This is an optimization exercise on Yosys and OpenROAD, whose aim is small area, not a production implementation. Function was checked by simulation only, so behaviour that the tests miss may differ from the original. Power and IR drop assume default switching activity.

== oak ==
// tsb_sensor
module tsb_sensor (
    input  wire        clk,
    input  wire        rst,           
    input  wire        cmd_we,
    input  wire [31:0] cmd,
    input  wire [31:0] arg,
    output wire        busy,
    output wire        done,
    output wire [7:0]  status,
    output reg  [31:0] val,
    input  wire        sns_in,
    output wire        sns_pull_low
);
    localparam [3:0] PH_IDLE       = 4'd0;
    localparam [3:0] PH_TMR_WAIT   = 4'd1;
    localparam [3:0] PH_IDLE_CHECK = 4'd2;
    localparam [3:0] PH_REQ_START  = 4'd3;
    localparam [3:0] PH_REQ_HOLD   = 4'd4;
    localparam [3:0] PH_POST_WAIT  = 4'd5;
    localparam [3:0] PH_ACK_LOW    = 4'd6;
    localparam [3:0] PH_ACK_HIGH   = 4'd7;
    localparam [3:0] PH_BIT_LOW    = 4'd11;
    localparam [3:0] PH_BIT_HIGH   = 4'd9;
    localparam [3:0] PH_DECODE     = 4'd10;
    localparam [3:0] PH_DONE       = 4'd8;     
    reg  [3:0]  phase;
    reg  [31:0] cnt;             
    reg  [13:0] win;             
    reg         lng;             
    reg  [7:0]  fb4;             
    reg  [2:0]  st;              
    reg         sns_meta, sns_sync;
    wire   idle         = (phase == PH_IDLE) | (phase == PH_DONE);
    assign busy         = ~idle;
    assign done         = (phase == PH_DONE);
    assign sns_pull_low = (phase == PH_REQ_HOLD);
    assign status       = {4'd0, st[2], 1'b0, st[1:0]};
    wire s = sns_sync;
    always @(posedge clk) begin
        sns_meta <= sns_in;
        sns_sync <= sns_meta;
    end
    wire cmd_hi0   = (cmd[23:0] == 24'd0);
    wire is_elap   = cmd_hi0 & (cmd[31:24] == 8'h01);
    wire is_rwait  = cmd_hi0 & (cmd[31:24] == 8'h02);
    wire is_sns    = cmd_hi0 & (cmd[31:24] == 8'h10);
    wire start     = idle & cmd_we;
  ...
==> module tsb_sensor, before the edit <==
module tsb_sensor (
    input  wire        clk,
    input  wire        rst,           
    input  wire        cmd_we,
    input  wire [31:0] cmd,
    input  wire [31:0] arg,
    output wire        busy,
    output wire        done,
    output wire [7:0]  status,
    output reg  [31:0] val,
    input  wire        sns_in,
    output wire        sns_pull_low
);
    localparam [3:0] PH_IDLE       = 4'd0;
    localparam [3:0] PH_TMR_WAIT   = 4'd1;
    localparam [3:0] PH_IDLE_CHECK = 4'd2;
    localparam [3:0] PH_REQ_START  = 4'd3;
    localparam [3:0] PH_REQ_HOLD   = 4'd4;
    localparam [3:0] PH_POST_WAIT  = 4'd5;
    localparam [3:0] PH_ACK_LOW    = 4'd6;
    localparam [3:0] PH_ACK_HIGH   = 4'd7;
    localparam [3:0] PH_BIT_LOW    = 4'd11;
    localparam [3:0] PH_BIT_HIGH   = 4'd9;
    localparam [3:0] PH_DECODE     = 4'd10;
    localparam [3:0] PH_DONE       = 4'd8;     
    reg  [3:0]  phase;
    reg  [31:0] cnt;             
    reg  [13:0] win;             
    reg         lng;             
    reg  [7:0]  fb4;             
    reg  [2:0]  st;              
    reg         sns_meta, sns_sync;
    wire   idle         = (phase == PH_IDLE) | (phase == PH_DONE);
    assign busy         = ~idle;
    assign done         = (phase == PH_DONE);
    assign sns_pull_low = (phase == PH_REQ_HOLD);
    assign status       = {4'd0, st[2], 1'b0, st[1:0]};
    wire s = sns_sync;
    always @(posedge clk) begin
        sns_meta <= sns_in;
        sns_sync <= sns_meta;
    end
    wire cmd_hi0   = (cmd[23:0] == 24'd0);
    wire is_elap   = cmd_hi0 & (cmd[31:24] == 8'h01);
    wire is_rwait  = cmd_hi0 & (cmd[31:24] == 8'h02);
    wire is_sns    = cmd_hi0 & (cmd[31:24] == 8'h10);
    wire start     = idle & cmd_we;
    wire hold_end  = cnt[16] & cnt[15] & cnt[10] & cnt[9] & cnt[7] & cnt[5];
    wire post_end  = cnt[8] & cnt[7] & cnt[4];
    wire cnt_eq = &(cnt | ~val);
    wire timeout   = ((win & 14'b01101111111111) == 14'b00001101101010);    
    wire at500     = ((win & 14'b10010010110100) == 14'b00010010100000);    
    wire long_bit  = lng | at500;                                      
    wire in_bit    = (phase == PH_BIT_HIGH) ? long_bit : hold_end;
    wire shift     = (phase == PH_REQ_HOLD) | ((phase == PH_BIT_HIGH) & ~s);
    reg  [7:0] csum;
    wire       mism = (csum != fb4);
    always @(posedge clk) begin
        if (phase == PH_REQ_HOLD)
            csum <= 8'd0;
        else if (shift)
            csum <= {csum[6:0], 1'b0} + fb4[7] + val[7] + val[15] + val[23];
    end
    always @(posedge clk) begin
        if ((start & is_rwait) | ((phase == PH_IDLE_CHECK) & s) |
            ((phase == PH_REQ_HOLD) & hold_end))
            cnt <= 32'd0;
        else
            cnt <= cnt + 32'd1;
    end
    always @(posedge clk) begin
        if ((phase == PH_IDLE_CHECK) | (phase == PH_ACK_HIGH) | (phase == PH_BIT_HIGH) |
            ((phase == PH_ACK_LOW) & ~s))
            win <= {win[12:0], ~(win[13] ^ win[12] ^ win[11] ^ win[1])};
        else
            win <= 14'd0;
    end
    always @(posedge clk) begin
        if (phase == PH_BIT_LOW)
            lng <= 1'b0;
        else if (at500)
            lng <= 1'b1;
    end
    wire        ld_cnt  = start & cmd[24];
    wire        ld_arg  = start & ~cmd[24];
    wire        ld_mism = ~start & ~shift & (phase == PH_DECODE) & mism;
    wire        hold    = ~start & ~shift & ~((phase == PH_DECODE) & mism);
    wire [39:0] frame_sh = {val[30:0], fb4, in_bit};
    always @(posedge clk) begin
        val <= ({32{ld_cnt}} & cnt) | ({32{ld_arg}} & arg) |
               ({32{shift & ~start}} & frame_sh[39:8]) |
               ({32{ld_mism}} & {16'd0, csum, fb4}) | ({32{hold}} & val);
    end
    always @(posedge clk) begin
        if (shift)
            fb4 <= frame_sh[7:0];
    end
    always @(posedge clk) begin
        if (rst) begin
            phase <= PH_IDLE;
            st    <= 3'd0;
        end else begin
            case (phase)
            PH_IDLE, PH_DONE: begin
                phase <= PH_IDLE;
                if (cmd_we) begin
                    if (is_elap) begin
                        st   <= 3'd0;
                        phase <= PH_DONE;
                    end else if (is_rwait) begin
                        phase <= PH_TMR_WAIT;
                    end else if (is_sns) begin
                        phase <= PH_IDLE_CHECK;
                    end else begin
                        st   <= 3'b100;
                        phase <= PH_DONE;
                    end
                end
            end
            PH_TMR_WAIT: begin
                if (cnt_eq) begin
                    st    <= 3'd0;
                    phase <= PH_DONE;
                end
            end
            PH_IDLE_CHECK: begin
                if (s) begin
                    phase <= PH_REQ_START;
                end else if (timeout) begin
                    st    <= 3'd1;
                    phase <= PH_DONE;
                end
            end
            PH_REQ_START: phase <= PH_REQ_HOLD;
            PH_REQ_HOLD:  if (hold_end) phase <= PH_POST_WAIT;
            PH_POST_WAIT: if (post_end) phase <= PH_ACK_LOW;
            PH_ACK_LOW, PH_ACK_HIGH: begin
                if (timeout) begin
                    st    <= 3'd2;
                    phase <= PH_DONE;
                end else if (s == (phase == PH_ACK_LOW)) begin
                    phase <= (phase == PH_ACK_LOW) ? PH_ACK_HIGH : PH_BIT_LOW;
                end
            end
            PH_BIT_LOW: if (s) phase <= PH_BIT_HIGH;
            PH_BIT_HIGH: begin
                if (!s) phase <= val[31] ? PH_DECODE : PH_BIT_LOW;
            end
            PH_DECODE: begin
                st    <= mism ? 3'd3 : 3'd0;
                phase <= PH_DONE;
            end
            default: phase <= PH_IDLE;
            endcase
        end
    end
endmodule
export LEC_CHECK = 0
export CAP_MARGIN = 20
export CORE_MARGIN = 2
export CORE_UTILIZATION = 40
export SLEW_MARGIN = 20
create_clock -name core_clock -period 10.0 [get_ports {clk}]
standard.sh (not shown) runs the stock make flow with config.mk's settings and CLKGATE_MAP_FILE= SYNTH_SCRIPT=/design/flow/synth_recipe.tcl, a recipe that flattens the netlist after the stock synthesis.
==> flow/flow/run.sh <==
#!/bin/bash
# Layout: the standard flow (standard.sh) with these changes:
#  - synthesis: flow/my_synth.tcl, the standard synthesis script with an
#    area-oriented abc script (flow/abc.script) and only full adders
#    extracted; the registers are made exactly as in the standard synthesis;
#  - the port buffers use the smallest buffer cell (buf_1);
#  - clock tree: clkbuf_8 buffers, without dummy loads.
# Each tool's full output stays in orfs/logs/; make's output is in standard.log.
set -euo pipefail
here=$(pwd)
bash standard.sh "SYNTH_SCRIPT=$here/flow/my_synth.tcl" \
  "BUFFER_PORTS_ARGS=-buffer_cell sky130_fd_sc_hd__buf_1" \
  "CTS_ARGS=-sink_clustering_enable -repair_clock_nets -buf_list sky130_fd_sc_hd__clkbuf_8 -dont_use_dummy_load" \
  finish > standard.log 2>&1
==> flow/flow/abc.script <==
strash
&get -n
&fraig -x
&put
scorr
dc2
strash
&get -n
&deepsyn -T 20
&put
dch -f
amap
==> flow/flow/my_synth.tcl <==
# The standard synthesis script (synth_recipe.tcl) with three changes that
# touch only the combinational logic; the registers come out exactly as in the
# standard synthesis:
#  - abc maps the logic with abc.script (beside this file), an area-oriented
#    script, instead of ORFS's delay-oriented one;
#  - the adder step extracts only full adders (fa cells), no half adders, so
#    abc maps the counters' increment logic;
#  - the buffers on pass-through and constant outputs are buf_1, not buf_4.
proc synth {args} { yosys synth -nofsm -noshare {*}$args }
set my_abc_script [file join [file dirname [file normalize [info script]]] abc.script]
proc abc {args} {
  set i [lsearch -exact $args -script]
  if { $i >= 0 } { set args [lreplace $args [expr {$i + 1}] [expr {$i + 1}] $::my_abc_script] }
  yosys abc {*}$args
}
proc extract_fa {args} { yosys extract_fa -fa }
set ::env(MIN_BUF_CELL_AND_PORTS) "sky130_fd_sc_hd__buf_1 A X"
source $::env(SCRIPTS_DIR)/synth.tcl
# left out here: clear keep_hierarchy, flatten, clean up, hide names made inside functions, write 1_2_yosys.v
[inputs] pine vs oak
--- a/flow/design.v
+++ b/flow/design.v
@@ -48,5 +48,5 @@
     wire hold_end  = cnt[16] & cnt[15] & cnt[10] & cnt[9] & cnt[7] & cnt[5];
     wire post_end  = cnt[8] & cnt[7] & cnt[4];
-    wire cnt_eq = &(cnt | ~val);
+    wire cnt_eq    = &(cnt | ~val);
     wire timeout   = ((win & 14'b01101111111111) == 14'b00001101101010);    
     wire at500     = ((win & 14'b10010010110100) == 14'b00010010100000);    
## What came out
pine -> oak: pin slew with the least headroom to its limit delta 0, exact match. Reported for oak and pine, total routed wire length on the met1 layer turned out identical to the last digit. ~same overall power after layout in oak and pine. Reported for oak and pine, non-clock buffer count turned out identical to the last digit. Weighted congestion reported at the end of routability-driven placement delta (oak -> pine): insignificant. Summary of pine over oak: worst setup slack closely matched the old numbers, area of the die closely matched the old numbers, global-route wire length before repair closely matched the old numbers. pine was carried through to the last stage, and its layout satisfied the timing, design-rule and antenna checks. Switching power summed over all nets delta (oak -> pine): insignificant. Changes observed in pine relative to oak: total overflow reported by the global router has remained practically unchanged, ratio of final minimum period to clock period has remained practically unchanged, post-CTS setup buffer count has remained practically unchanged. On gate count after technology mapping, oak and pine are neck and neck. Looking at oak and pine, the fmax is a wash.

-- static timing again, ports no longer ideal --
In the flow no input, the clock included, has a driving cell. The finished layouts below were timed again as built, in two steps. Step 1 sets driving cells, clkbuf_16 on the clock port and buf_2 on the other inputs (assumed; they add their load-dependent delay and slew). Step 2 moves the port delays by t, midway between the first and last clock arrival at a register: inputs arrive t later, outputs are due t later. That takes back most of the time a late clock gives input paths. Slacks: ideal / step 1 / step 2; pairs: ideal / step 1.
| run | t, ns | setup WS [ns] | worst hold slack (ns) | worst setup path at the end | cell pins on the clock port's net |
|---|---|---|---|---|---|
| oak | 0.385 | 5.083 / 5.083 / 5.083 | 0.367 / 0.367 / 0.367 | register to register | 1 |
| pine | 0.385 | 5.083 / 5.083 / 5.083 | 0.367 / 0.367 / 0.367 | register to register | 1 |
After both steps setup and hold are still met in every run listed.
